What follows belongs to an exercise in optimizing a design on an open flow for small area; a production flow would make more cautious choices. The RTL was checked by simulation tests, not by an equivalence proof against the original design. Power is estimated from default activity; no workload was simulated.

## rcl57_scan_engine
module rcl57_scan_engine (
    input  wire        clk,
    input  wire        rst,           
    input  wire        tick,          
    input  wire        host_we,       
    input  wire [7:0]  host_addr,
    input  wire [7:0]  host_wdata,
    output reg  [7:0]  host_rdata,    
    input  wire [4:0]  col_in,        
    output reg  [7:0]  seg_en,        
    output wire [15:0] drv_sr,        
    output wire [15:0] drv_out,       
    output reg         ddl,           
    output wire        trate          
);
    localparam [1:0] SEQ_IDLE = 2'd0, SEQ_LATCH = 2'd1, SEQ_SETTLE = 2'd2, SEQ_DONE = 2'd3;
    localparam [2:0] PM_ACTIVE = 3'd0, PM_IDLE_COUNTING = 3'd1, PM_PS_POLL = 3'd2,
                     PM_PS_BLINK = 3'd3, PM_DEBOUNCE = 3'd4;
    localparam [2:0] C_IMM = 3'd0, C_DIGSEG = 3'd1, C_OUTSEG = 3'd2, C_SCAN = 3'd3,
                     C_SCAN1 = 3'd4, C_PSAVE = 3'd5, C_IDLEINC = 3'd6, C_IDLECLR = 3'd7;
    localparam [31:0] GT0 = 32'h20000000;
    localparam [31:0] GT1 = 32'h0004D7ED;
    localparam [31:0] GT2 = 32'h0015279F;
    localparam [31:0] GT3 = 32'h00712FFB;
  ...
Size in the first run: about 2000 cells after synthesis, about 330 flip-flops, ~75 I/O pins, ~18000 µm² of cells after synthesis.
==> flow/config.mk <==
export PLATFORM = sky130hd
export DESIGN_NAME = rcl57_scan_engine
export DESIGN_NICKNAME = rcl57_scan_engine
export VERILOG_FILES = /design/flow/design.v
export SDC_FILE = /design/flow/constraint.sdc
export NUM_CORES = 4
export LEC_CHECK = 0
export CAP_MARGIN = 20
export CORE_MARGIN = 2
export CORE_UTILIZATION = 60
export PLACE_DENSITY = 0.7
export SLEW_MARGIN = 20
==> flow/constraint.sdc <==
create_clock -name core_clock -period 10.0 [get_ports {clk}]
set_input_delay 2.0000 -clock core_clock [delete_from_list [all_inputs] [get_ports {clk}]]
set_output_delay 2.0000 -clock core_clock [all_outputs]
set_load 0.01 [all_outputs]
standard.sh (not shown) runs the stock make flow with config.mk's settings and CLKGATE_MAP_FILE= SYNTH_SCRIPT=/design/flow/synth_recipe.tcl, a recipe that flattens the netlist after the stock synthesis.
==> flow/flow/run.sh <==
#!/bin/bash
# Own flow: the standard layout (standard.sh, ORFS from synthesis to the final layout),
# with one change: Yosys's technology mapping runs ABC with an area-oriented script
# (flow/abc.script) instead of ORFS's. Everything else, registers and their names included,
# is the standard synthesis: ORFS's synth.tcl under synth_recipe.tcl.
# The ports get buf_1 buffers, and the clock tree is built of clkbuf_8 without dummy loads.
set -euo pipefail
W=$(pwd)
[[ -f "$W/standard.sh" && -f "$W/synth_recipe.tcl" ]]

# ORFS's synth.tcl with only its abc script replaced
sed 's|^  log_cmd abc {\*}\$abc_args$|  log_cmd abc {*}[lreplace $abc_args 1 1 $::env(OWN_ABC_SCRIPT)]|' \
    "$FLOW_HOME/scripts/synth.tcl" > "$W/own_synth_core.tcl"
grep -q 'OWN_ABC_SCRIPT' "$W/own_synth_core.tcl"
# The standard flow's synthesis script, sourcing that copy
sed 's|^source \$::env(SCRIPTS_DIR)/synth.tcl$|source $::env(OWN_SYNTH_CORE)|' \
    "$W/synth_recipe.tcl" > "$W/own_synth.tcl"
grep -q 'OWN_SYNTH_CORE' "$W/own_synth.tcl"

export OWN_ABC_SCRIPT="$W/flow/abc.script"
export OWN_SYNTH_CORE="$W/own_synth_core.tcl"
bash "$W/standard.sh" SYNTH_SCRIPT="$W/own_synth.tcl" \
    "BUFFER_PORTS_ARGS=-buffer_cell sky130_fd_sc_hd__buf_1" \
    "CTS_ARGS=-sink_clustering_enable -repair_clock_nets -buf_list sky130_fd_sc_hd__clkbuf_8 -sink_clustering_size 15 -sink_clustering_max_diameter 50 -dont_use_dummy_load" \
    finish > "$W/standard_flow.log" 2>&1
==> flow/flow/abc.script <==
strash
&get -n
&deepsyn -T 200
&put
dch
map -a
topo
Rerun with:
--- a/flow/design.v
+++ b/flow/design.v
@@ -274,23 +274,22 @@
             if (ps_poll) begin
                 if (col != 3'd0) begin
                     n_pm   = PM_DEBOUNCE;
                     n_pcnt = 4'd0;
                 end else begin
                     n_pcnt = pcnt + 4'd1;
                     if (pcnt == 4'd9) begin
                         n_pm       = PM_PS_BLINK;
                         n_pcnt     = 4'd0;
                         n_single   = 1'b1;
                         n_sd_code  = 5'd29;
-                        n_seg_idx  = 3'd0;
                         n_sc_col   = 3'd0;
                         n_seq      = SEQ_LATCH;
                     end
                 end
             end else if (ps_deb) begin
                 n_pcnt = pcnt + 4'd1;
                 if (col == 3'd0 || pcnt == 4'd5) begin
                     cmd_end    = 1'b1;
                     n_pm       = PM_ACTIVE;
                     n_idle_cnt = 16'd0;
                     n_result   = 16'd0;
@@ -315,23 +314,23 @@
                             if (seg_idx != 3'd7) begin
                                 n_sr      = single ? 12'd0 : word;
                                 n_seg_idx = seg_idx + 3'd1;
                                 n_seq     = SEQ_LATCH;
                             end else begin
                                 n_sr  = 12'd0;
                                 n_seq = SEQ_DONE;
                             end
                         end
                     end
                     SEQ_DONE: begin
-                        n_out     = 12'd0;
+                        n_out     = sr_q;    
                         n_ddl     = 1'b0;
                         n_seq     = SEQ_IDLE;
                         n_seg_idx = 3'd0;
                         if (pm != PM_PS_BLINK) begin
                             n_result = {8'h00, r};
                             n_st_cfg = cfg;
                             cmd_end  = 1'b1;
                         end else if (sc_col != 3'd0) begin
                             n_pm   = PM_DEBOUNCE;
                             n_pcnt = 4'd0;
                         end else begin
@@ -352,41 +351,34 @@
                 n_pend_valid = 1'b0;
                 do_exec      = 1'b1;
             end
         end
         if (do_exec) begin
             case (x_cls)
                 C_IMM:    n_result = {8'h00, x_pay};
                 C_DIGSEG: n_result = {4'd0, lit};
                 C_OUTSEG: n_result = {word, 4'd0};
                 C_SCAN: begin
                     n_single  = 1'b0;
-                    n_seg_idx = 3'd0;
                     n_sc_col  = 3'd0;
                     n_sr      = word;
                     n_seq     = SEQ_LATCH;
                 end
                 C_SCAN1: begin
                     n_single   = 1'b1;
                     n_sd_code  = x_pay[4:0];
-                    n_seg_idx  = 3'd0;
                     n_sc_col   = 3'd0;
-                    n_ddl      = 1'b0;
-                    n_sr       = 12'd0;
                     n_seq      = SEQ_LATCH;
                 end
                 C_PSAVE: begin
                     n_pm   = PM_PS_POLL;
-                    n_ddl  = 1'b0;
-                    n_sr   = 12'd0;
-                    n_out  = 12'd0;
                     n_pcnt = 4'd0;
                 end
                 C_IDLEINC: begin
                     if (n_idle_cnt != 16'hFFFF)
                         n_idle_cnt = n_idle_cnt + 16'd1;
                     if (n_pm == PM_ACTIVE)
                         n_pm = PM_IDLE_COUNTING;
                     n_result = n_idle_cnt;
                 end
                 default: begin    
                     n_idle_cnt = 16'd0;
The new run completed with no timing, DRC or antenna violations.
Non-clock buffer count went down by 13.
Clock skew went down by 0.040 ns.
Routed wire length went down by 4.6%.
Global-route usage went down by 2.6 points.
Final area went down by 1.1%.
Total power went down by 3.3%.
Via count went down by 1.9%.
Hold slack is about the same.
Setup slack degrades by 1.1 ns.
Sequential share of layout area went up by 0.52 points.

## afterwards: timing with drivers on the ports
The results above use ideal ports. As a check the final layouts listed here were re-extracted and re-timed, cells and wires unchanged. Step 1 assumes that a clkbuf_16 drives the clock port and a buf_2 every other input. Step 2 times the ports against the registers' clock, not the clock port: input delays grow and output delays shrink by t, the midpoint of the rising clock arrivals with the driver on. a / b / c = ideal ports / drivers / drivers and shift; a / b = the first two.
run	t, ns	slack for setup (ns)	worst setup path at the end
the first run	0.611	3.306 / 3.329 / 2.718	input to register
the second run	0.665	2.210 / 2.244 / 1.579	input to register
After both steps every run listed still meets setup and hold. The setup slack of the second run, which loses most, moves by +0.034 ns with the drivers and by -0.631 ns with both steps.
